From an optimization exercise on the open Yosys and OpenROAD flow, aimed at small area, a short achievable clock period and few clock cycles; shortcuts taken in it are not production practice. The RTL was checked by simulation tests, not by an equivalence proof against the original design. Power figures rest on the tool's default switching activity, not on a simulated workload.

===== flow/run.sh =====
#!/bin/bash
# synth_recipe.tcl (not shown) runs the flow's synth.tcl, then flattens the netlist and writes it again
# the make line also repeats each setting of config.mk as NAME=value (left out here)
make -C /OpenROAD-flow-scripts/flow DESIGN_CONFIG=/design/flow/config.mk WORK_HOME=/design/flow/orfs CLKGATE_MAP_FILE= SYNTH_SCRIPT=/design/flow/synth_recipe.tcl finish

===== flow/config.mk =====
export PLATFORM = sky130hd
export DESIGN_NAME = pse_query
export DESIGN_NICKNAME = pse_query
export VERILOG_FILES = /design/flow/design.v
export SDC_FILE = /design/flow/constraint.sdc
export NUM_CORES = 4
export LEC_CHECK = 0
export CAP_MARGIN = 20
export CORE_MARGIN = 2
export CORE_UTILIZATION = 40
export SETUP_SLACK_MARGIN = 5
export SLEW_MARGIN = 20

===== flow/constraint.sdc =====
create_clock -name core_clock -period 12.0 [get_ports {clk}]
set_input_delay 2.4000 -clock core_clock [delete_from_list [all_inputs] [get_ports {clk}]]
set_output_delay 2.4000 -clock core_clock [all_outputs]
set_load 0.01 [all_outputs]

===== flow/design.v =====
module pse_clamp (
    input  wire signed [31:0] v,
    input  wire [11:0]        hi,
    output wire [11:0]        c
);
    wire over = (v[30:12] != 19'd0) || (v[11:0] > hi);
    assign c = v[31] ? 12'd0 :
               over  ? hi    :
                       v[11:0];
endmodule
module pse_u2f #(
    parameter W  = 32,
    parameter LW = 6
) (
    input  wire [W-1:0]  val,
    output wire [W-1:0]  mant,
    output reg  [LW-1:0] lz
);
    integer i;
    always @* begin
        lz = W - 1;
        for (i = 0; i < W; i = i + 1)
            if (val[i]) lz = W - 1 - i;
    end
    assign mant = val << lz;
endmodule
module pse_query (
    input  wire               clk,
    input  wire               rst,
    input  wire               start,
    input  wire [2:0]         op,
    input  wire signed [31:0] qx0,
    input  wire signed [31:0] qy0,
    input  wire signed [31:0] qx1,
    input  wire signed [31:0] qy1,
    input  wire [12:0]        tab_w,
    input  wire [12:0]        tab_h,
    output wire               ready,
    output reg                done,
    output reg                fault,
    output reg  [31:0]        res_u32,
    output wire [63:0]        res_f64,
    output reg  [11:0]        rect_x0,
    output reg  [11:0]        rect_y0,
    output reg  [11:0]        rect_x1,
    output reg  [11:0]        rect_y1,
    output reg                mem_req,
    output reg                mem_tab,
    output reg  [23:0]        mem_addr,
    input  wire [31:0]        mem_rdata
);
    localparam OP_QSUM = 3'd0, OP_QAVG = 3'd1, OP_QNZC = 3'd2, OP_QNZAVG = 3'd3,
               OP_TRDS = 3'd4, OP_TRDN = 3'd5;
    localparam K    = 4;                           
    localparam NCYC = 56 / K;                      
    reg               l_full;
    reg [2:0]         l_op;
    reg signed [31:0] l_x0, l_y0, l_x1, l_y1;
    reg [12:0]        l_w, l_h;
    assign ready = !l_full;
    wire               x_sw = l_x1 < l_x0;
    wire               y_sw = l_y1 < l_y0;
    wire signed [31:0] nx0 = x_sw ? l_x1 : l_x0;
    wire signed [31:0] nx1 = x_sw ? l_x0 : l_x1;
    wire signed [31:0] ny0 = y_sw ? l_y1 : l_y0;
    wire signed [31:0] ny1 = y_sw ? l_y0 : l_y1;
    wire [11:0] wmax = l_w[11:0] - 12'd1;
    wire [11:0] hmax = l_h[11:0] - 12'd1;
    wire [11:0] cx0, cx1, cy0, cy1;
    pse_clamp u_cx0 (.v(nx0), .hi(wmax), .c(cx0));
    pse_clamp u_cx1 (.v(nx1), .hi(wmax), .c(cx1));
    pse_clamp u_cy0 (.v(ny0), .hi(hmax), .c(cy0));
    pse_clamp u_cy1 (.v(ny1), .hi(hmax), .c(cy1));
    wire [32:0] qw = {nx1[31], nx1} - {nx0[31], nx0} + 33'd1;
    wire [32:0] qh = {ny1[31], ny1} - {ny0[31], ny0} + 33'd1;
    wire        xen = (cx0 != 12'd0);
    wire        yen = (cy0 != 12'd0);
    wire trd_oob = l_x0[31] || (l_x0[30:12] != 19'd0) || (l_x0[11:0] > wmax) ||
                   l_y0[31] || (l_y0[30:12] != 19'd0) || (l_y0[11:0] > hmax);
    wire l_trd   = (l_op == OP_TRDS) || (l_op == OP_TRDN);
    wire l_fault = (l_op[2:1] == 2'b11) || (l_trd && trd_oob);
    wire l_qavg  = (l_op == OP_QAVG);
    wire [3:0] tmask = {xen && yen, yen, xen, 1'b1};
    reg  [7:0] l_mask;
    always @* begin
        case (l_op)
            OP_QSUM, OP_QAVG: l_mask = {4'd0, tmask};
            OP_QNZC:          l_mask = {tmask, 4'd0};
            OP_QNZAVG:        l_mask = {tmask, tmask};
            OP_TRDN:          l_mask = 8'h10;
            default:          l_mask = 8'h01;      
        endcase
    end
    reg        i_act;         
    reg        i_started;     
    reg        i_mpend;       
    reg        i_noreq;       
    reg [7:0]  i_mask;        
    reg [11:0] i_x1, i_y1, i_x0m, i_y0m;
    reg [12:0] i_w;
    reg        i_avg, i_qavg, i_nzavg, i_nzsel, i_fault;
    wire [7:0] t_one  = i_mask & (~i_mask + 8'd1);
    wire [7:0] m_next = i_mask & ~t_one;
    wire [1:0] t_sub  = {t_one[2] | t_one[3] | t_one[6] | t_one[7],
                         t_one[1] | t_one[3] | t_one[5] | t_one[7]};
    wire       t_nz   = |t_one[7:4];
    wire       t_last = (m_next == 8'd0);
    wire [11:0] t_x   = (t_sub == 2'd0 || t_sub == 2'd2) ? i_x1 : i_x0m;
    wire [11:0] t_y   = (t_sub == 2'd0 || t_sub == 2'd1) ? i_y1 : i_y0m;
    wire        t_neg = (t_sub == 2'd1 || t_sub == 2'd2);
    wire        t_first = (t_sub == 2'd0);
    reg [1:0]  au_n;          
    reg        wr_b;          
    reg        rd_b;          
    reg        i_b;           
    reg [1:0]  mb_cmpl;       
    reg [31:0] acc_s [0:1];
    reg [31:0] acc_n [0:1];
    reg        p_valid, p_neg, p_nz, p_first, p_last, p_cst, p_b;
    reg        a_valid, a_neg, a_nz, a_first, a_last, a_cst, a_b;
    reg [1:0]  mb_avg, mb_qavg, mb_nzavg, mb_nzsel, mb_fault;
    reg [11:0] mb_rx0 [0:1];
    reg [11:0] mb_ry0 [0:1];
    reg [11:0] mb_rx1 [0:1];
    reg [11:0] mb_ry1 [0:1];
    reg        m_prod_ok;     
    reg        mu_inm;        
    wire        m_avg   = mb_avg[rd_b];
    wire        m_qavg  = mb_qavg[rd_b];
    wire        m_nzavg = mb_nzavg[rd_b];
    wire        m_nzsel = mb_nzsel[rd_b];
    wire        m_fault = mb_fault[rd_b];
    wire        m_cmpl  = mb_cmpl[rd_b];
    wire [31:0] m_s     = acc_s[rd_b];
    wire [31:0] m_n     = acc_n[rd_b];
    wire [11:0] m_rx0   = mb_rx0[rd_b];
    wire [11:0] m_ry0   = mb_ry0[rd_b];
    wire [11:0] m_rx1   = mb_rx1[rd_b];
    wire [11:0] m_ry1   = mb_ry1[rd_b];
    wire [31:0] a_s     = acc_s[a_b];
    wire [31:0] a_n     = acc_n[a_b];
    reg        m2_v;          
    reg        m2_fault;
    reg [31:0] m2_u32;
    reg [11:0] m2_rx0, m2_ry0, m2_rx1, m2_ry1;
    reg [52:0] m_prod;
    reg [6:0]  m_pexp;
    reg        mu_busy, mu_fin;
    reg        mu_nrm;         
    reg [32:0] mu_w;           
    reg [33:0] mu_h;           
    reg [32:0] mu_acc;
    reg [4:0]  mu_cnt;         
    reg signed [7:0] mu_exp;
    wire [32:0] wn;
    wire [5:0]  wlz;
    pse_u2f #(.W(33), .LW(6)) u_wn (.val(mu_w), .mant(wn), .lz(wlz));
    reg  [5:0]  hlen;          
    integer hi;
    always @* begin
        hlen = 6'd0;
        for (hi = 0; hi < 34; hi = hi + 1)
            if (mu_h[hi]) hlen = hi + 1;
    end
    wire [33:0] mu_s1 = {1'b0, mu_acc} + (mu_h[0] ? {1'b0, mu_w} : 34'd0);
    wire [33:0] mu_s2 = {1'b0, mu_s1[33:1]} + (mu_h[1] ? {1'b0, mu_w} : 34'd0);
    wire [66:0] mu_v = {mu_acc, mu_h};
    reg  [52:0] pr_m;
    reg         pr_g, pr_s;
    reg  [7:0]  pr_e;
    reg  [53:0] pr_r;
    reg  [52:0] pr_mant;
    reg  [7:0]  pr_exp;
    always @* begin
        if (mu_v[66]) begin
            pr_m = mu_v[66:14]; pr_g = mu_v[13]; pr_s = |mu_v[12:0];
            pr_e = mu_exp + 8'sd32;
        end else if (mu_v[65]) begin
            pr_m = mu_v[65:13]; pr_g = mu_v[12]; pr_s = |mu_v[11:0];
            pr_e = mu_exp + 8'sd31;
        end else begin
            pr_m = mu_v[64:12]; pr_g = mu_v[11]; pr_s = |mu_v[10:0];
            pr_e = mu_exp + 8'sd30;
        end
        pr_r = {1'b0, pr_m} + {53'd0, pr_g & (pr_s | pr_m[0])};
        if (pr_r[53]) begin
            pr_mant = {1'b1, 52'd0};
            pr_exp  = pr_e + 8'd1;
        end else begin
            pr_mant = pr_r[52:0];
            pr_exp  = pr_e;
        end
    end
    reg             be_busy;
    reg [4:0]       be_cnt;       
    reg [55:0]      be_ws, be_wc;  
    reg [55:0]      be_qp;         
    reg [52:0]      be_d;
    reg signed [7:0] be_e;
    reg             be_zero;
    reg             be_inx;       
    reg             be_top;       
    reg [3:0]       be_est;       
    wire [31:0] sn;
    wire [4:0]  slz;
    pse_u2f #(.W(32), .LW(5)) u_sn (.val(m_s), .mant(sn), .lz(slz));
    wire [31:0] nn;
    wire [4:0]  nlz;
    pse_u2f #(.W(32), .LW(5)) u_nn (.val(m_n), .mant(nn), .lz(nlz));
    wire [55:0] dv_d = {3'b000, be_d};
    reg  [55:0] dv_s, dv_c, dv_a, dv_ys, dv_yc;
    reg  [3:0]  dv_est, dv_ep, dv_ez, dv_en;
    reg  [K-1:0] dv_qp, dv_qn;
    integer k;
    function [3:0] nxt_est(input [4:0] ys, input [4:0] yc, input [4:0] a);
        nxt_est = (ys[4:1] ^ yc[4:1] ^ a[4:1]) +
                  ((ys[3:0] & yc[3:0]) | (ys[3:0] & a[3:0]) | (yc[3:0] & a[3:0]));
    endfunction
    always @* begin
        dv_s   = be_ws;
        dv_c   = be_wc;
        dv_est = be_est;
        for (k = 0; k < K; k = k + 1) begin
            dv_ys = {dv_s[54:0], 1'b0};
            dv_yc = {dv_c[54:0], 1'b0};
            dv_qp[K-1-k] = !dv_est[3];
            dv_qn[K-1-k] = dv_est[3] && (dv_est != 4'b1111);
            dv_ep = nxt_est(dv_ys[54:50], dv_yc[54:50], ~dv_d[54:50]);
            dv_ez = nxt_est(dv_ys[54:50], dv_yc[54:50], 5'd0);
            dv_en = nxt_est(dv_ys[54:50], dv_yc[54:50], dv_d[54:50]);
            dv_a  = dv_qp[K-1-k] ? ~dv_d : dv_qn[K-1-k] ? dv_d : 56'd0;
            dv_s  = dv_ys ^ dv_yc ^ dv_a;
            dv_c  = {(dv_ys[54:0] & dv_yc[54:0]) | (dv_ys[54:0] & dv_a[54:0]) |
                     (dv_yc[54:0] & dv_a[54:0]), dv_qp[K-1-k]};
            dv_est = dv_qp[K-1-k] ? dv_ep : dv_qn[K-1-k] ? dv_en : dv_ez;
        end
    end
    wire [K-1:0] dv_z   = ~(dv_qp | dv_qn);
    reg          dv_neg, dv_zero;
    always @* begin
        dv_neg  = 1'b0;
        dv_zero = 1'b1;
        for (k = K - 1; k >= 0; k = k - 1) begin
            dv_neg  = dv_neg | (dv_zero & dv_qn[k]);
            dv_zero = dv_zero & dv_z[k];
        end
    end
    wire [K-1:0] dv_lo  = dv_qp - dv_qn;
    wire [55:0] be_qm  = be_qp - 56'd1;
    wire [55:0] otf_q  = dv_neg ? {be_qm[55-K:0], dv_lo} : {be_qp[55-K:0], dv_lo};
    wire [55:0] fn_w   = be_ws + be_wc;
    wire        fn_neg = fn_w[55];
    wire [55:0] fn_q   = fn_neg ? be_qm : be_qp;
    wire [55:0] fn_s3  = be_ws ^ be_wc ^ dv_d;
    wire [55:0] fn_c3  = {(be_ws[54:0] & be_wc[54:0]) | (be_ws[54:0] & dv_d[54:0]) |
                          (be_wc[54:0] & dv_d[54:0]), 1'b0};
    wire        fn_z0  = ((be_ws ^ be_wc) == {(be_ws[54:0] | be_wc[54:0]), 1'b0});
    wire        fn_z1  = ((fn_s3 ^ fn_c3) == {(fn_s3[54:0] | fn_c3[54:0]), 1'b0});
    wire        fn_inx = !(fn_z0 || fn_z1);
    wire [52:0] r_mant = be_qp[55:3];
    wire        r_g    = be_qp[2];
    wire        r_s    = (|be_qp[1:0]) | be_inx;
    wire [53:0] r_rnd  = {1'b0, r_mant} + {53'd0, r_g & (r_s | r_mant[0])};
    wire [10:0] r_bexp = {{3{be_e[7]}}, be_e} + 11'd1022 + {10'd0, be_top} + {10'd0, r_rnd[53]};
    assign res_f64 = be_zero ? 64'd0 : {1'b0, r_bexp, r_rnd[51:0]};
    wire first_ok = (au_n != 2'd2) ||
                    ((!m_qavg || m_prod_ok) &&
                     (m2_v ? (!be_busy || be_cnt == 5'd0) :
                             (!m_avg || !be_busy || be_cnt <= 5'd1)));
    wire issue    = i_act && (i_started || first_ok);
    wire copy_now = a_valid && a_cst;
    wire i_free   = (!i_act || (issue && t_last)) &&
                    (!i_mpend || copy_now) && !(issue && !i_started);
    wire prep     = l_full && i_free && (!l_qavg || !mu_busy);
    wire m_out    = (au_n != 2'd0) && m_cmpl && !m2_v;
    wire hand     = m_out && !be_busy && (!m_qavg || m_prod_ok);
    wire mv       = m_out && be_busy && !m_avg;      
    wire m2_out   = m2_v && !be_busy;
    wire h_zero   = (m_s == 32'd0) || (m_nzavg && m_n == 32'd0);
    always @(posedge clk) begin
        if (rst) begin
            l_full    <= 1'b0;
            i_act     <= 1'b0;
            i_started <= 1'b0;
            i_mpend   <= 1'b0;
            mem_req   <= 1'b0;
            p_valid   <= 1'b0;
            a_valid   <= 1'b0;
            au_n      <= 2'd0;
            wr_b      <= 1'b0;
            rd_b      <= 1'b0;
            mb_cmpl   <= 2'b00;
            m_prod_ok <= 1'b0;
            mu_inm    <= 1'b0;
            m2_v      <= 1'b0;
            mu_busy   <= 1'b0;
            mu_fin    <= 1'b0;
            be_busy   <= 1'b0;
            done      <= 1'b0;
            fault     <= 1'b0;
        end else begin
            done <= 1'b0;
            if (!l_full && start) begin
                l_full <= 1'b1;
                l_op   <= op;
                l_x0   <= qx0;
                l_y0   <= qy0;
                l_x1   <= qx1;
                l_y1   <= qy1;
                l_w    <= tab_w;
                l_h    <= tab_h;
            end else if (prep) begin
                l_full <= 1'b0;
            end
            mem_req <= 1'b0;
            p_valid <= issue;
            if (issue) begin
                mem_req   <= !i_noreq;
                mem_tab   <= t_nz;
                mem_addr  <= t_y * i_w + {12'd0, t_x};
                p_neg     <= t_neg;
                p_nz      <= t_nz;
                p_first   <= t_first;
                p_last    <= t_last;
                p_cst     <= !i_started;
                p_b       <= i_started ? i_b : wr_b;
                if (!i_started) begin
                    i_b  <= wr_b;
                    wr_b <= !wr_b;
                end
                i_mask    <= m_next;
                i_started <= 1'b1;
                if (t_last) i_act <= 1'b0;
            end
            if (issue && !i_started) i_mpend <= 1'b1;
            else if (copy_now)       i_mpend <= 1'b0;
            if (prep) begin
                i_act     <= 1'b1;
                i_started <= 1'b0;
                i_mask    <= l_mask;
                i_noreq   <= l_fault;
                i_x1      <= l_trd ? l_x0[11:0] : cx1;
                i_y1      <= l_trd ? l_y0[11:0] : cy1;
                i_x0m     <= cx0 - 12'd1;
                i_y0m     <= cy0 - 12'd1;
                i_w       <= l_w;
                i_avg     <= !l_fault && (l_op == OP_QAVG || l_op == OP_QNZAVG);
                i_qavg    <= l_op == OP_QAVG;
                i_nzavg   <= l_op == OP_QNZAVG;
                i_nzsel   <= l_op == OP_QNZC || l_op == OP_QNZAVG || l_op == OP_TRDN;
                i_fault   <= l_fault;
            end
            if (prep && l_qavg) begin
                mu_busy <= 1'b1;
                mu_fin  <= 1'b0;
                mu_nrm  <= 1'b1;
                mu_w    <= qw;
                mu_h    <= {1'b0, qh};
                mu_acc  <= 33'd0;
            end else if (mu_busy && mu_nrm) begin
                mu_nrm  <= 1'b0;
                mu_w    <= wn;
                mu_exp  <= -$signed({2'b00, wlz});
                mu_cnt  <= hlen[5:1] + {4'd0, hlen[0]};
            end else if (mu_busy && !mu_fin) begin
                mu_acc  <= mu_s2[33:1];
                mu_h    <= {mu_s2[0], mu_s1[0], mu_h[33:2]};
                mu_exp  <= mu_exp + 8'sd2;
                mu_cnt  <= mu_cnt - 5'd1;
                mu_fin  <= (mu_cnt == 5'd1);
            end
            a_valid <= p_valid;
            a_neg   <= p_neg;
            a_nz    <= p_nz;
            a_first <= p_first;
            a_last  <= p_last;
            a_cst   <= p_cst;
            a_b     <= p_b;
            if (a_valid) begin
                if (a_nz) acc_n[a_b] <= a_first ? mem_rdata : a_neg ? a_n - mem_rdata : a_n + mem_rdata;
                else      acc_s[a_b] <= a_first ? mem_rdata : a_neg ? a_s - mem_rdata : a_s + mem_rdata;
            end
            if (copy_now) begin
                mb_avg[a_b]   <= i_avg;
                mb_qavg[a_b]  <= i_qavg;
                mb_nzavg[a_b] <= i_nzavg;
                mb_nzsel[a_b] <= i_nzsel;
                mb_fault[a_b] <= i_fault;
                mb_rx0[a_b]   <= i_x0m + 12'd1;
                mb_ry0[a_b]   <= i_y0m + 12'd1;
                mb_rx1[a_b]   <= i_x1;
                mb_ry1[a_b]   <= i_y1;
                if (i_qavg) mu_inm <= 1'b1;
            end
            if (hand && m_qavg) begin
                m_prod_ok <= 1'b0;
            end else if (!m_prod_ok && mu_inm && mu_busy && mu_fin) begin
                m_prod    <= pr_mant;
                m_pexp    <= pr_exp[6:0];
                m_prod_ok <= 1'b1;
                mu_busy   <= 1'b0;
                mu_inm    <= 1'b0;
            end
            case ({issue && !i_started, hand || mv})
                2'b10:   au_n <= au_n + 2'd1;
                2'b01:   au_n <= au_n - 2'd1;
                default: ;
            endcase
            if (hand || mv) begin
                mb_cmpl[rd_b] <= 1'b0;
                rd_b          <= !rd_b;
            end
            if (a_valid && a_last) mb_cmpl[a_b] <= 1'b1;
            if (mv) begin
                m2_v     <= 1'b1;
                m2_u32   <= m_nzsel ? m_n : m_s;
                m2_rx0   <= m_rx0;
                m2_ry0   <= m_ry0;
                m2_rx1   <= m_rx1;
                m2_ry1   <= m_ry1;
                m2_fault <= m_fault;
            end else if (m2_out) begin
                m2_v     <= 1'b0;
            end
            if (m2_out) begin
                res_u32 <= m2_u32;
                rect_x0 <= m2_rx0;
                rect_y0 <= m2_ry0;
                rect_x1 <= m2_rx1;
                rect_y1 <= m2_ry1;
                fault   <= m2_fault;
                done    <= 1'b1;
            end
            if (hand) begin
                res_u32 <= m_nzsel ? m_n : m_s;
                rect_x0 <= m_rx0;
                rect_y0 <= m_ry0;
                rect_x1 <= m_rx1;
                rect_y1 <= m_ry1;
                fault   <= m_fault;
                be_zero <= 1'b1;
                if (!m_avg || h_zero) begin
                    done <= 1'b1;
                end else begin
                    be_zero <= 1'b0;
                    be_busy <= 1'b1;
                    be_cnt  <= NCYC;
                    be_ws   <= {4'd0, sn, 20'd0};      
                    be_wc   <= 56'd0;
                    be_est  <= 4'b0001;
                    be_qp   <= 56'd0;
                    if (m_qavg) begin
                        be_d <= m_prod;
                        be_e <= $signed({3'b000, 5'd31 - slz}) - $signed({1'b0, m_pexp});
                    end else begin
                        be_d <= {nn, 21'd0};
                        be_e <= $signed({3'b000, 5'd31 - slz}) - $signed({3'b000, 5'd31 - nlz});
                    end
                end
            end else if (be_busy) begin
                if (be_cnt != 5'd0) begin
                    be_ws  <= dv_s;
                    be_wc  <= dv_c;
                    be_est <= dv_est;
                    be_qp  <= otf_q;
                    be_cnt <= be_cnt - 5'd1;
                end else begin
                    be_qp   <= fn_q[55] ? fn_q : {fn_q[54:0], 1'b0};
                    be_top  <= fn_q[55];
                    be_inx  <= fn_inx;
                    be_busy <= 1'b0;
                    done    <= 1'b1;
                end
            end
        end
    end
endmodule

==> results of run 1 <==
[timing repair]
item                       CTS  global route
gates cloned                17            10
setup endpoints to repair  336           197
buffers inserted            99            63
pin swaps                   49           140
gates resized for setup    151           336
[critical path, delay by kind of cell (launching register included)]
kind,cells,cell delay [ns]
fa+ha+maj,7,2.83
simple gates,6,1.51
compound gates,6,1.22
buf+inv,9,0.84
flops,1,0.40
mux,1,0.29
[routing by layer]
metal  part of all wire  vias up
li1                   -    35062
met1               0.44    36558
met2               0.46     2785
met3              0.075      429
met4              0.030       14
met5            0.00032        -
[registers in the layout (all words and copies together) (netlist names), 33 cells and up, named ones only]
name    cells
m_prod     53
acc_n      64
acc_s      64
be_wc      55
be_ws      56
mu_h       34
be_d       53
mu_acc     33
mu_w       33
be_qp      56
[worst max path at each step]
stage                        end  slack, ns  cells after the start
floorplan           mem_addr[22]       4.61                     32
global placement       be_ws[40]       2.87                     27
detailed placement     be_ws[45]       2.75                     27
CTS                 mem_addr[22]       4.69                     26
global route        mem_addr[22]       4.38                     29
finish              mem_addr[22]       4.62                     29
[where the power goes]
part | switching [mW] | internal (mW) | leakage, nW
combinational | 2.29 | 2.14 | 30.7
sequential | 0.0866 | 4.43 | 9.92
clock | 1.84 | 2.40 | 2.20
total | 4.22 | 8.97 | 42.9
[layout make-up]
class | instances | area [sq um] | share of cell area
Multi-Input combinational cell | 7269 | 57600 | 0.530
Sequential cell | 1097 | 32700 | 0.301
Timing Repair Buffer | 650 | 6450 | 0.0594
Tap cell | 3043 | 3810 | 0.0351
Clock buffer | 149 | 3470 | 0.0320
Inverter | 860 | 3280 | 0.0302
Clock inverter | 98 | 1100 | 0.0101
Timing Repair inverter | 7 | 196 | 0.00181
Antenna cell | 8 | 20.0 | 0.000184
[kinds of logic (layout without fill, tap and decap cells)]
| logic type | after synthesis | count (layout) | share of synthesized area |
|---|---|---|---|
| other | 1 | 9 | 0.0000403 |
| flip-flops | 1097 | 1097 | 0.352 |
| buffers and inverters | 1362 | 1764 | 0.0559 |
| adder cells (fa/ha/maj) | 1072 | 1072 | 0.178 |
| AND/OR/NAND/NOR | 2911 | 2916 | 0.148 |
| multiplexers | 633 | 637 | 0.0725 |
| XOR/XNOR | 601 | 601 | 0.0566 |
| AO/OA/AOI/OAI | 2041 | 2042 | 0.138 |
[layout by cell type, fill, tap and decap left out, drive strengths merged, types with 153 or more instances in the layout]
master and count:
xor2 221, a21oi 640, nand2 865, and2 217
nor3 192, ha 654, nand3 220, xnor2 380
clkdlybuf4s50 354, mux2 282, nor2 802, inv 863
fa 416, clkbuf 153, o21ai 490, a21o 159
edfxtp 1074, mux2i 350, buf 281
==> flow_summary.ini, run 1 <==
[outcome]
status = finished clean

[sta]
fin_hold_ws_ns = 0.422
setup_tns_ns = 0
drv_slew = 0
tightest_slew_ns = 1.26
rsz0062_at_grt = true
setup_slack_ns = 4.62
max_freq_mhz = 135
hold_violations = 0
relSlewSlack = 0.150
period_minus_slack_ns = 7.38
setup_viol = 0
skew_ns = 0.0466
finalCritPeriodShare = 0.615

[drt]
detail_route.wl_per_cell_um = 22.6
drc = 0
vias = 74848
drt-initial-drc-count = 6742
ant_nets = 0
dr.pass1.iters = 6
drt-total-wl_um = 298000
post_drt_via_cell_ratio = 5.68

[clocking]
clockBufferDepth = 3
htree_levels = 4
clock_latency_ns = 0.82
cts_tree = done
cts-root-buf = clkbuf_16
clk_pin_slew_ns = 0.06
numCtsBuffers = 136
hold_buffers = 0
cts_sinks = 1097

[logic_synthesis]
synth.most_common_cell = edfxtp_1
yosysUniqueCellTypes = 105
async_reset_ff_frac = 0
synthCells = 9718
synthFlopType = edfxtp_1
synth_seq_cells = 1097
synth_fp_nets = 10980
synth-edff-count = 1074
yosysSeqAreaShare = 0.352
yosysWarnings = 3
synth_area_leaders = edfxtp_1 (35%), fa_1 (8.9%), ha_1 (8.8%)
synth_common_cells = edfxtp_1 (1,074), nand2_1 (863), inv_1 (848)
yosys.area.top_type_share = 0.347
yosysTopAreaCell = edfxtp_1
netlist_area_sq_um = 93100
syn_avg_cell_area_sq_um = 9.58

[grt]
grtUsageTotal = 0.245
grt-busiest-layer = met2
grt_pass1_wl_um = 448000
antenna_found_initial = 21
grt-ovfl-total = 0
grt_util_met1 = 0.344
use_met2 = 0.389
grt_use_met3 = 0.0379
grt_max_degree = 134
first_global_vias = 72791

[setup_path]
slowest_stage = fa_1
worst_ep_arrival_time_ns = 7.93
r2r_slack_ns = 4.62
crit_path_start = i_mask[2]
max_stage_delay_ns = 0.55
start_kind = flip-flop
cp_common_cell = fa_1
r2r_end = mem_addr[22]
r2r_start = i_mask[2]
path_class = reg -> reg
endpoint_kind = flip-flop
critical_path_required_ns = 12.55
reg2reg_depth = 29
cp_max_fo = 6

[flow_run]
max-cap-violations = 0

[placed_design]
place_area_sq_um = 99900
place_congestion = 0.964
port_buffers = 362
preCtsSetupSlack_ns = 2.75
post-place-cells = 12734
dp.final_hpwl_um = 220000

[cells_and_area]
n_fill_cell = 21429
post-route-util = 0.468
layout.nets = 11283
drive_above_1_share = 0.120
stdcell_count = 13181
design_area_sq_um = 109000
area.growth.synth_to_final_pct = 16.7

[floorplan]
die_area_sq_um = 237000
rows = 177
core_sq_um = 232000
die_h_um = 486
fp.dieW_um = 486
start_util = 0.401
ios = 365

[worst_hold_path]
min_to = a_cst
whs_path_depth = 0
hp-class = reg -> reg
worstHoldStart = p_cst

[power]
power_leakage_nw = 42.9
p_per_area_nw_per_um2 = 121
fin_total_pwr_mw = 13.2
vdd_drop_max_uv = 356
Testbench counts, summed over its fixed seeds: cycles 32,489.
==> run 2, diff against run 1 <==
--- a/flow/design.v
+++ b/flow/design.v
@@ -60,4 +60,6 @@
     assign ready = !l_full;
-    wire               x_sw = l_x1 < l_x0;
-    wire               y_sw = l_y1 < l_y0;
+    wire [32:0]        dx   = {l_x1[31], l_x1} - {l_x0[31], l_x0};
+    wire [32:0]        dy   = {l_y1[31], l_y1} - {l_y0[31], l_y0};
+    wire               x_sw = dx[32];
+    wire               y_sw = dy[32];
     wire signed [31:0] nx0 = x_sw ? l_x1 : l_x0;
@@ -73,4 +75,4 @@
     pse_clamp u_cy1 (.v(ny1), .hi(hmax), .c(cy1));
-    wire [32:0] qw = {nx1[31], nx1} - {nx0[31], nx0} + 33'd1;
-    wire [32:0] qh = {ny1[31], ny1} - {ny0[31], ny0} + 33'd1;
+    wire [32:0] qw = x_sw ? ~dx + 33'd2 : dx + 33'd1;     
+    wire [32:0] qh = y_sw ? ~dy + 33'd2 : dy + 33'd1;
     wire        xen = (cx0 != 12'd0);
@@ -112,32 +114,13 @@
     reg [1:0]  au_n;          
-    reg        wr_b;          
-    reg        rd_b;          
-    reg        i_b;           
-    reg [1:0]  mb_cmpl;       
-    reg [31:0] acc_s [0:1];
-    reg [31:0] acc_n [0:1];
-    reg        p_valid, p_neg, p_nz, p_first, p_last, p_cst, p_b;
-    reg        a_valid, a_neg, a_nz, a_first, a_last, a_cst, a_b;
-    reg [1:0]  mb_avg, mb_qavg, mb_nzavg, mb_nzsel, mb_fault;
-    reg [11:0] mb_rx0 [0:1];
-    reg [11:0] mb_ry0 [0:1];
-    reg [11:0] mb_rx1 [0:1];
-    reg [11:0] mb_ry1 [0:1];
+    reg        au_cmpl;       
+    reg [31:0] acc_s, acc_n;
+    reg        p_valid, p_neg, p_nz, p_first, p_last, p_cst;
+    reg        a_valid, a_neg, a_nz, a_first, a_last, a_cst;
+    reg        m_avg, m_qavg, m_nzavg, m_nzsel, m_fault;
+    reg [11:0] m_rx0, m_ry0, m_rx1, m_ry1;
     reg        m_prod_ok;     
-    reg        mu_inm;        
-    wire        m_avg   = mb_avg[rd_b];
-    wire        m_qavg  = mb_qavg[rd_b];
-    wire        m_nzavg = mb_nzavg[rd_b];
-    wire        m_nzsel = mb_nzsel[rd_b];
-    wire        m_fault = mb_fault[rd_b];
-    wire        m_cmpl  = mb_cmpl[rd_b];
-    wire [31:0] m_s     = acc_s[rd_b];
-    wire [31:0] m_n     = acc_n[rd_b];
-    wire [11:0] m_rx0   = mb_rx0[rd_b];
-    wire [11:0] m_ry0   = mb_ry0[rd_b];
-    wire [11:0] m_rx1   = mb_rx1[rd_b];
-    wire [11:0] m_ry1   = mb_ry1[rd_b];
-    wire [31:0] a_s     = acc_s[a_b];
-    wire [31:0] a_n     = acc_n[a_b];
+    wire [31:0] acc_o  = a_nz ? acc_n : acc_s;
+    wire [31:0] acc_nx = a_first ? mem_rdata : a_neg ? acc_o - mem_rdata : acc_o + mem_rdata;
     reg        m2_v;          
+    reg        m2_p;          
     reg        m2_fault;
@@ -199,3 +182,4 @@
     reg signed [7:0] be_e;
-    reg             be_zero;
+    reg signed [7:0] out_e;       
+    reg             out_zero;     
     reg             be_inx;       
@@ -205,6 +189,6 @@
     wire [4:0]  slz;
-    pse_u2f #(.W(32), .LW(5)) u_sn (.val(m_s), .mant(sn), .lz(slz));
+    pse_u2f #(.W(32), .LW(5)) u_sn (.val(acc_s), .mant(sn), .lz(slz));
     wire [31:0] nn;
     wire [4:0]  nlz;
-    pse_u2f #(.W(32), .LW(5)) u_nn (.val(m_n), .mant(nn), .lz(nlz));
+    pse_u2f #(.W(32), .LW(5)) u_nn (.val(acc_n), .mant(nn), .lz(nlz));
     wire [55:0] dv_d = {3'b000, be_d};
@@ -263,8 +247,8 @@
     wire [53:0] r_rnd  = {1'b0, r_mant} + {53'd0, r_g & (r_s | r_mant[0])};
-    wire [10:0] r_bexp = {{3{be_e[7]}}, be_e} + 11'd1022 + {10'd0, be_top} + {10'd0, r_rnd[53]};
-    assign res_f64 = be_zero ? 64'd0 : {1'b0, r_bexp, r_rnd[51:0]};
-    wire first_ok = (au_n != 2'd2) ||
-                    ((!m_qavg || m_prod_ok) &&
+    wire [10:0] r_bexp = {{3{out_e[7]}}, out_e} + 11'd1022 + {10'd0, be_top} + {10'd0, r_rnd[53]};
+    assign res_f64 = out_zero ? 64'd0 : {1'b0, r_bexp, r_rnd[51:0]};
+    wire first_ok = (au_n == 2'd0) ||
+                    (au_n == 2'd1 && (!m_qavg || m_prod_ok) &&
                      (m2_v ? (!be_busy || be_cnt == 5'd0) :
-                             (!m_avg || !be_busy || be_cnt <= 5'd1)));
+                      m_avg ? (!m2_p && (!be_busy || be_cnt <= 5'd1)) : 1'b1));
     wire issue    = i_act && (i_started || first_ok);
@@ -274,7 +258,11 @@
     wire prep     = l_full && i_free && (!l_qavg || !mu_busy);
-    wire m_out    = (au_n != 2'd0) && m_cmpl && !m2_v;
-    wire hand     = m_out && !be_busy && (!m_qavg || m_prod_ok);
-    wire mv       = m_out && be_busy && !m_avg;      
+    wire be_fin   = be_busy && (be_cnt == 5'd0);
+    wire h_zero   = (acc_s == 32'd0) || (m_nzavg && acc_n == 32'd0);
+    wire m_rdy    = (au_n != 2'd0) && au_cmpl && (!m_qavg || m_prod_ok);
     wire m2_out   = m2_v && !be_busy;
-    wire h_zero   = (m_s == 32'd0) || (m_nzavg && m_n == 32'd0);
+    wire hand_d   = m_rdy && m_avg && !h_zero && !m2_p &&
+                    (m2_v ? m2_out : (!be_busy || be_fin));
+    wire hand_p   = m_rdy && (!m_avg || h_zero) && !be_busy && !m2_v && !m2_p;
+    wire mv       = m_rdy && !m_avg && be_busy && !m2_v && !m2_p;
+    wire hand     = hand_d || hand_p;
     always @(posedge clk) begin
@@ -289,8 +277,7 @@
             au_n      <= 2'd0;
-            wr_b      <= 1'b0;
-            rd_b      <= 1'b0;
-            mb_cmpl   <= 2'b00;
+            au_cmpl   <= 1'b0;
+            m_qavg    <= 1'b0;
             m_prod_ok <= 1'b0;
-            mu_inm    <= 1'b0;
             m2_v      <= 1'b0;
+            m2_p      <= 1'b0;
             mu_busy   <= 1'b0;
@@ -325,7 +312,2 @@
                 p_cst     <= !i_started;
-                p_b       <= i_started ? i_b : wr_b;
-                if (!i_started) begin
-                    i_b  <= wr_b;
-                    wr_b <= !wr_b;
-                end
                 i_mask    <= m_next;
@@ -377,22 +359,18 @@
             a_cst   <= p_cst;
-            a_b     <= p_b;
             if (a_valid) begin
-                if (a_nz) acc_n[a_b] <= a_first ? mem_rdata : a_neg ? a_n - mem_rdata : a_n + mem_rdata;
-                else      acc_s[a_b] <= a_first ? mem_rdata : a_neg ? a_s - mem_rdata : a_s + mem_rdata;
+                if (a_nz) acc_n <= acc_nx;
+                else      acc_s <= acc_nx;
             end
             if (copy_now) begin
-                mb_avg[a_b]   <= i_avg;
-                mb_qavg[a_b]  <= i_qavg;
-                mb_nzavg[a_b] <= i_nzavg;
-                mb_nzsel[a_b] <= i_nzsel;
-                mb_fault[a_b] <= i_fault;
-                mb_rx0[a_b]   <= i_x0m + 12'd1;
-                mb_ry0[a_b]   <= i_y0m + 12'd1;
-                mb_rx1[a_b]   <= i_x1;
-                mb_ry1[a_b]   <= i_y1;
-                if (i_qavg) mu_inm <= 1'b1;
-            end
-            if (hand && m_qavg) begin
+                m_avg     <= i_avg;
+                m_qavg    <= i_qavg;
+                m_nzavg   <= i_nzavg;
+                m_nzsel   <= i_nzsel;
+                m_fault   <= i_fault;
+                m_rx0     <= i_x0m + 12'd1;
+                m_ry0     <= i_y0m + 12'd1;
+                m_rx1     <= i_x1;
+                m_ry1     <= i_y1;
                 m_prod_ok <= 1'b0;
-            end else if (!m_prod_ok && mu_inm && mu_busy && mu_fin) begin
+            end else if (m_qavg && !m_prod_ok && mu_busy && mu_fin) begin
                 m_prod    <= pr_mant;
@@ -401,3 +379,2 @@
                 mu_busy   <= 1'b0;
-                mu_inm    <= 1'b0;
             end
@@ -408,10 +385,8 @@
             endcase
-            if (hand || mv) begin
-                mb_cmpl[rd_b] <= 1'b0;
-                rd_b          <= !rd_b;
-            end
-            if (a_valid && a_last) mb_cmpl[a_b] <= 1'b1;
-            if (mv) begin
-                m2_v     <= 1'b1;
-                m2_u32   <= m_nzsel ? m_n : m_s;
+            if (a_valid && a_last) au_cmpl <= 1'b1;
+            else if (hand || mv)   au_cmpl <= 1'b0;
+            if (mv || hand_d) begin
+                m2_v     <= mv;
+                m2_p     <= hand_d;
+                m2_u32   <= m_nzsel ? acc_n : acc_s;
                 m2_rx0   <= m_rx0;
@@ -421,6 +396,7 @@
                 m2_fault <= m_fault;
-            end else if (m2_out) begin
+            end else if (m2_out || m2_p) begin
                 m2_v     <= 1'b0;
+                m2_p     <= 1'b0;
             end
-            if (m2_out) begin
+            if (m2_out || m2_p) begin
                 res_u32 <= m2_u32;
@@ -431,31 +407,15 @@
                 fault   <= m2_fault;
-                done    <= 1'b1;
+                done    <= m2_out;
             end
-            if (hand) begin
-                res_u32 <= m_nzsel ? m_n : m_s;
-                rect_x0 <= m_rx0;
-                rect_y0 <= m_ry0;
-                rect_x1 <= m_rx1;
-                rect_y1 <= m_ry1;
-                fault   <= m_fault;
-                be_zero <= 1'b1;
-                if (!m_avg || h_zero) begin
-                    done <= 1'b1;
-                end else begin
-                    be_zero <= 1'b0;
-                    be_busy <= 1'b1;
-                    be_cnt  <= NCYC;
-                    be_ws   <= {4'd0, sn, 20'd0};      
-                    be_wc   <= 56'd0;
-                    be_est  <= 4'b0001;
-                    be_qp   <= 56'd0;
-                    if (m_qavg) begin
-                        be_d <= m_prod;
-                        be_e <= $signed({3'b000, 5'd31 - slz}) - $signed({1'b0, m_pexp});
-                    end else begin
-                        be_d <= {nn, 21'd0};
-                        be_e <= $signed({3'b000, 5'd31 - slz}) - $signed({3'b000, 5'd31 - nlz});
-                    end
-                end
-            end else if (be_busy) begin
+            if (hand_p) begin
+                res_u32  <= m_nzsel ? acc_n : acc_s;
+                rect_x0  <= m_rx0;
+                rect_y0  <= m_ry0;
+                rect_x1  <= m_rx1;
+                rect_y1  <= m_ry1;
+                fault    <= m_fault;
+                out_zero <= 1'b1;
+                done     <= 1'b1;
+            end
+            if (be_busy) begin
                 if (be_cnt != 5'd0) begin
@@ -467,7 +427,24 @@
                 end else begin
-                    be_qp   <= fn_q[55] ? fn_q : {fn_q[54:0], 1'b0};
-                    be_top  <= fn_q[55];
-                    be_inx  <= fn_inx;
-                    be_busy <= 1'b0;
-                    done    <= 1'b1;
+                    be_qp    <= fn_q[55] ? fn_q : {fn_q[54:0], 1'b0};
+                    be_top   <= fn_q[55];
+                    be_inx   <= fn_inx;
+                    out_e    <= be_e;
+                    out_zero <= 1'b0;
+                    be_busy  <= 1'b0;
+                    done     <= 1'b1;
+                end
+            end
+            if (hand_d) begin
+                be_busy <= 1'b1;
+                be_cnt  <= NCYC;
+                be_ws   <= {4'd0, sn, 20'd0};      
+                be_wc   <= 56'd0;
+                be_est  <= 4'b0001;
+                if (!be_busy) be_qp <= 56'd0;      
+                if (m_qavg) begin
+                    be_d <= m_prod;
+                    be_e <= $signed({3'b000, 5'd31 - slz}) - $signed({1'b0, m_pexp});
+                end else begin
+                    be_d <= {nn, 21'd0};
+                    be_e <= $signed({3'b000, 5'd31 - slz}) - $signed({3'b000, 5'd31 - nlz});
                 end
--- a/flow/config.mk
+++ b/flow/config.mk
@@ -9,3 +9,4 @@
 export CORE_MARGIN = 2
-export CORE_UTILIZATION = 40
+export CORE_UTILIZATION = 55
+export CTS_BUF_LIST = sky130_fd_sc_hd__clkbuf_8
 export SETUP_SLACK_MARGIN = 5
==> run 2 against run 1 <==
Net effect: setup slack gained 0.059 ns; global-route usage is 8.1 points higher; register-to-register slack better by 0.06 ns; still clean; via count fell by 5.3%; largest power group is now combinational logic; critical endpoint is now be_ws[31]; area after synthesis decreased by 7.7%.
==> flow_summary.ini, run 2 <==
[drt]
detail_route.wl_per_cell_um = 22.7
post_drt_via_cell_ratio = 6.04
drt-total-wl_um = 266000
dr.pass1.iters = 7
ant_nets = 0
drt-initial-drc-count = 5943
drc = 0
vias = 70897

[logic_synthesis]
synth_fa_ha_area_frac = 0.180
synth-compound-area-share = 0.144
async_reset_ff_frac = 0
synth_simple_gate_area_share = 0.158
synthCells = 9149
yosysTopAreaCell = edfxtp_1
synthFlopType = edfxtp_1
yosys.area.top_type_share = 0.336
yosysUniqueCellTypes = 117
syn_avg_cell_area_sq_um = 9.39
synth_area_leaders = edfxtp_1 (34%), fa_1 (9.7%), ha_1 (8.3%)
synth.most_common_cell = edfxtp_1
synthMuxAreaShare = 0.0565
netlist_area_sq_um = 85900
synth_common_cells = edfxtp_1 (962), inv_1 (858), nand2_1 (813)
synth-edff-count = 962
synth_top_family_by_area = adder cells
synthXorXnorAreaFrac = 0.0631
yosysWarnings = 3
synth_seq_cells = 981
yosysSeqAreaShare = 0.341
synth_fp_nets = 10324

[power]
power_frac_seq = 0.344
power_leakage_nw = 40.3
vdd_drop_max_uv = 391
power_frac_comb = 0.393
fin_total_pwr_mw = 12.1
power_frac_clock = 0.263
power_switching_mw = 4.19
swShare = 0.348
p_int_mw = 7.87
p_per_area_nw_per_um2 = 121

[sta]
drv_slew = 0
skew_ns = 0.0604
rsz0062_at_grt = true
relSlewSlack = 0.123
setup_slack_ns = 4.68
tightest_slew_ns = 1.30
finalCritPeriodShare = 0.610
setup_tns_ns = 0
hold_violations = 0
fin_hold_ws_ns = 0.418
period_minus_slack_ns = 7.32
max_freq_mhz = 137
setup_viol = 0

[clocking]
clock_latency_ns = 0.95
hold_buffers = 0
cts_tree = done
clockBufferDepth = 3
cts-root-buf = clkbuf_8
htree_levels = 4
cts_sinks = 981
numCtsBuffers = 171
clk_pin_slew_ns = 0.06

[cells_and_area]
area.growth.synth_to_final_pct = 15.6
design_area_sq_um = 99400
drive_above_1_share = 0.131
reg_top3 = be_qp x56, be_ws x56, be_wc x55
final_common_cell = edfxtp_1
layout.nets = 10717
n_fill_cell = 12835
final_cell_mix = edfxtp_1 (962), inv_1 (880), nand2_1 (750), nor2_1 (736), ha_1 (547)

[setup_path]
endpoint_kind = flip-flop
slowest_stage = fa_2
path_class = reg -> reg
r2r_end = be_ws[31]
reg2reg_depth = 33
r2r_start = be_d[52]
critical_path_required_ns = 12.67
start_kind = flip-flop
worst_ep_arrival_time_ns = 7.99
max_stage_delay_ns = 0.59
cp_max_fo = 8
r2r_slack_ns = 4.68

[grt]
grt_use_met3 = 0.0472
grtUsageTotal = 0.326
grt-ovfl-total = 0
antenna_found_initial = 3
grt_pass1_wl_um = 402000
grt_max_degree = 85
grt_util_met1 = 0.410
first_global_vias = 69443
grt-busiest-layer = met2
use_met2 = 0.538

[worst_hold_path]
worstHoldStart = be_e[7]
whs_path_depth = 0
min_to = out_e[7]
hp-class = reg -> reg

[floorplan]
start_util = 0.552
core_sq_um = 156000
die_area_sq_um = 159000
ios = 365
rows = 145
die_h_um = 399
fp.dieW_um = 399

[placed_design]
port_buffers = 362
place_congestion = 0.950
dp.final_hpwl_um = 195000
preCtsSetupSlack_ns = 2.41
place_area_sq_um = 91900

[flow_run]
max-cap-violations = 0

[outcome]
status = finished clean
==> run 2: cells by family after synthesis <==
kind of cell,after synthesis
AO/OA/AOI/OAI,1962
XOR/XNOR,616
adder cells (fa/ha/maj),986
buffers and inverters,1321
flip-flops,981
multiplexers,456
other,1
AND/OR/NAND/NOR,2826
==> run 2: power by group through the flow <==
| stage | combinational, mW | sequential, mW | clock (mW) |
|---|---|---|---|
| CTS | 4.23 | 4.15 | 3.23 |
| global placement | 3.74 | 4.22 | 0 |
| global route | 5.25 | 4.16 | 3.38 |
| detailed placement | 3.82 | 4.22 | 0 |
| floorplan | 2.94 | 4.17 | 0 |
| finish | 4.74 | 4.15 | 3.17 |
==> run 2: worst max-delay path by stage <==
stage,endpoint,slack (ns),startpoint,cells after the start
floorplan,be_qp[18],4.69,be_d[52],29
global route,be_ws[45],4.51,be_d[52],33
global placement,be_qp[18],2.44,be_d[52],29
CTS,be_qp[18],4.82,be_d[52],29
detailed placement,be_qp[18],2.41,be_d[52],29
finish,be_ws[31],4.68,be_d[52],33
==> run 2: what timing repair did <==
action | 4_1_cts | 5_1_grt
cloned | 9 | 13
pin swaps | 79 | 152
endpoints found under the setup margin | 231 | 220
gates resized for setup | 198 | 320
buffers inserted | 124 | 60
==> run 2: layout make-up <==
type | instances | area [sq um] | area share
diodes | 2 | 5.00 | 0.0000504
clock buffers | 173 | 2380 | 0.0240
well taps | 2058 | 2570 | 0.0259
inverters | 869 | 3280 | 0.0331
flip-flops and latches | 981 | 29300 | 0.295
multi-input cells | 6850 | 54100 | 0.544
clock inverters | 145 | 1040 | 0.0105
repair buffers | 669 | 6730 | 0.0677
==> run 2: worst max-delay path: cells and delay by family, from the launching register on <==
kind | cells | cell delay [ns]
adders and majority gates | 6 | 2.25
AOI/OAI and AO/OA | 10 | 1.66
buffers and inverters | 10 | 1.46
and+or+nand+nor | 5 | 0.75
DFF | 1 | 0.43
muxes | 1 | 0.35
xor gates and xnor gates | 1 | 0.15
==> run 2: through the flow <==
stage | utilization | instances
after floorplan | - | 9149
final | 0.638 | 11747
after CTS | 0.625 | 11671
after detailed placement | 0.590 | 11220
after global placement | 0.590 | 11220
after global routing | 0.638 | 11747
==> run 2: per-layer routing <==
layer  vias up  wire length (um)  share of wire
met3       720             17200          0.065
li1      33176                 -              -
met5         -                 0              0
met2      2782            126000           0.47
met1     34219            106000           0.40
met4         0             17200          0.064
Testbench counts of run 2, summed over its fixed seeds: cycles 33,890.
==> run 3, diff against run 2 <==
--- a/flow/config.mk
+++ b/flow/config.mk
@@ -9,4 +9,3 @@
 export CORE_MARGIN = 2
-export CORE_UTILIZATION = 55
-export CTS_BUF_LIST = sky130_fd_sc_hd__clkbuf_8
+export CORE_UTILIZATION = 40
 export SETUP_SLACK_MARGIN = 5
==> run 3 against run 2 <==
Net effect: critical endpoint is now be_qp[18]; global-route usage down 8.3 points; clock-buffer cell count down 47; setup slack better by 0.076 ns; area after synthesis unchanged; utilization fell by 16 points; combinational power shrank 4.9%; critical path type unchanged; power rose by 2.6%; design area rose by 2.1%; clock skew increased by 0.0016 ns; cell count increased by 6.2%; worst hold slack got worse by 0.00061 ns; synthesized cell count is the same.
==> flow_summary.ini, run 3 <==
[outcome]
status = finished clean

[logic_synthesis]
yosysTopAreaCell = edfxtp_1
yosysUniqueCellTypes = 117
synthFlopType = edfxtp_1
synth_fp_nets = 10324
async_reset_ff_frac = 0
yosys.area.top_type_share = 0.336
synthCells = 9149
synth_seq_cells = 981
syn_avg_cell_area_sq_um = 9.39
yosysSeqAreaShare = 0.341
synth_area_leaders = edfxtp_1 (34%), fa_1 (9.7%), ha_1 (8.3%)
netlist_area_sq_um = 85900
synth-edff-count = 962
yosysWarnings = 3
synth.most_common_cell = edfxtp_1
synth_common_cells = edfxtp_1 (962), inv_1 (858), nand2_1 (813)

[floorplan]
start_util = 0.402
rows = 170
fp.dieW_um = 467
ios = 365
die_h_um = 467
die_area_sq_um = 219000
core_sq_um = 214000

[clocking]
cts-root-buf = clkbuf_16
clockBufferDepth = 3
clock_latency_ns = 0.82
cts_sinks = 981
clk_pin_slew_ns = 0.07
htree_levels = 3
cts_tree = done
numCtsBuffers = 113

[cells_and_area]
n_fill_cell = 19955
layout.nets = 10722
final_cell_mix = edfxtp_1 (962), inv_1 (829), nand2_1 (750), nor2_1 (736), ha_1 (544)
area.growth.synth_to_final_pct = 18.1
post-route-util = 0.474
reg_top3 = be_qp x56, be_ws x56, be_wc x55
drive_above_1_share = 0.133
final_common_cell = edfxtp_1

[setup_path]
cp_max_fo = 4
critical_path_required_ns = 12.57
slowest_stage = fa_2
max_stage_delay_ns = 0.61
endpoint_kind = flip-flop
start_kind = flip-flop
path_class = reg -> reg
worst_ep_arrival_time_ns = 7.82

[sta]
tightest_slew_ns = 1.15
skew_ns = 0.0620
rsz0062_at_grt = true
relSlewSlack = 0.234
setup_tns_ns = 0
setup_viol = 0
setup_slack_ns = 4.75
drv_slew = 0
fin_hold_ws_ns = 0.418
finalCritPeriodShare = 0.604
hold_violations = 0
period_minus_slack_ns = 7.25
max_freq_mhz = 138

[placed_design]
dp.final_hpwl_um = 199000
port_buffers = 362
place_congestion = 0.936
preCtsSetupSlack_ns = 2.44

[drt]
vias = 70791
ant_nets = 0
dr.pass1.iters = 6
drt-initial-drc-count = 5703
drc = 0
detail_route.wl_per_cell_um = 22.0
post_drt_via_cell_ratio = 5.67
drt-total-wl_um = 275000

[grt]
grtUsageTotal = 0.243
antenna_found_initial = 8
first_global_vias = 69850
grt_pass1_wl_um = 415000
grt-ovfl-total = 0
grt_max_degree = 91

[power]
vdd_drop_max_uv = 392
fin_total_pwr_mw = 12.4
p_per_area_nw_per_um2 = 122
power_leakage_nw = 40.5

[worst_hold_path]
hp-class = reg -> reg

[flow_run]
max-cap-violations = 0
[run 3: report_power, final]
part           leakage (nW)  switching, mW  internal [mW]
registers              8.93          0.114           4.03
logic                  29.7           2.41           2.11
clock network          1.89           1.59           2.12
[run 3: final timing paths]
| kind | start | to | slack [ns] | cells after the start |
|---|---|---|---|---|
| hold / removal | p_last | a_last | 0.42 | 0 |
| setup reg to reg | be_d[52] | be_qp[18] | 4.75 | 30 |
| setup / recovery | be_d[52] | be_qp[18] | 4.75 | 30 |
| hold reg to reg | p_last | a_last | 0.42 | 0 |
[run 3: through the flow]
step / cell area [sq um] / cells
finish: 101000 / 12480
global route: 101000 / 12479
CTS: 98900 / 12355
detailed placement: 92800 / 12004
global placement: 92800 / 12004
floorplan: 86700 / 9149
[run 3: cells by family after synthesis]
logic type	Yosys count	share of synthesized area
AO/OA/AOI/OAI	1962	0.144
flip-flops	981	0.341
adder cells (fa/ha/maj)	986	0.180
buffers and inverters	1321	0.0586
multiplexers	456	0.0565
AND/OR/NAND/NOR	2826	0.158
XOR/XNOR	616	0.0631
other	1	0.0000436
[run 3: layout make-up]
class | instances | area (sq um) | share of cell area
multi-input cells | 6855 | 54100 | 0.533
flip-flops and latches | 981 | 29300 | 0.288
repair buffers | 726 | 7350 | 0.0724
well taps | 2838 | 3550 | 0.0350
inverters | 869 | 3290 | 0.0324
clock buffers | 126 | 2900 | 0.0286
clock inverters | 81 | 1050 | 0.0104
diodes | 3 | 7.51 | 0.0000740
repair inverters | 1 | 5.00 | 0.0000493
[run 3: layer usage]
layer / global-route usage / wire (um) / share of wire
met4: 0.111 / 14500 / 0.053
met5: 0 / 49 / 0.00018
met2: 0.404 / 129000 / 0.47
met3: 0.0323 / 17600 / 0.064
met1: 0.313 / 113000 / 0.41
[run 3: what timing repair did]
item / CTS / global route
gates cloned: 15 / 16
hold buffers: 0 / 0
buffers inserted: 129 / 105
pin swaps: 80 / 173
resized for setup: 174 / 333
endpoints found under the setup margin: 234 / 231
[run 3: critical path: cells and delay by family (launching register included)]
kind | cells | cell delay [ns]
and+or+nand+nor | 5 | 0.85
muxes | 1 | 0.36
buffers and inverters | 5 | 0.60
AOI/OAI and AO/OA | 12 | 2.38
DFF | 1 | 0.43
adders and majority gates | 5 | 2.15
xor gates and xnor gates | 2 | 0.27

==> static timing again, ports no longer ideal <==
In the flow no input, the clock included, has a driving cell. The finished layouts below were timed again as built, in two steps. Step 1, drivers: a clkbuf_16 drives clk and a buf_2 each remaining input, both assumed. Step 2, shift: input delay + t, output delay - t, t = (earliest + latest rising clock arrival at the registers) / 2. This alone moves slack from input paths to output paths. a / b / c = ideal ports / drivers / drivers and shift; a / b = the first two.
| run | t (ns) | slack for setup (ns) | worst hold slack (ns) | worst setup path after step 2 | latest minus earliest clock arrival (ns) |
|---|---|---|---|---|---|
| run 1 | 0.896 | 4.619 / 4.619 / 4.348 | 0.422 / 0.422 / 0.422 | input to register | 0.058 / 0.058 |
| run 2 | 1.005 | 4.678 / 4.678 / 4.416 | 0.418 / 0.418 / 0.418 | input to register | 0.061 / 0.062 |
| run 3 | 0.883 | 4.754 / 4.754 / 4.531 | 0.418 / 0.418 / 0.418 | input to register | 0.070 / 0.069 |
After both steps every run listed still meets setup and hold. For run 1, which loses most, drivers alone change the setup slack by 0.000 ns; drivers and shift together by -0.271 ns.
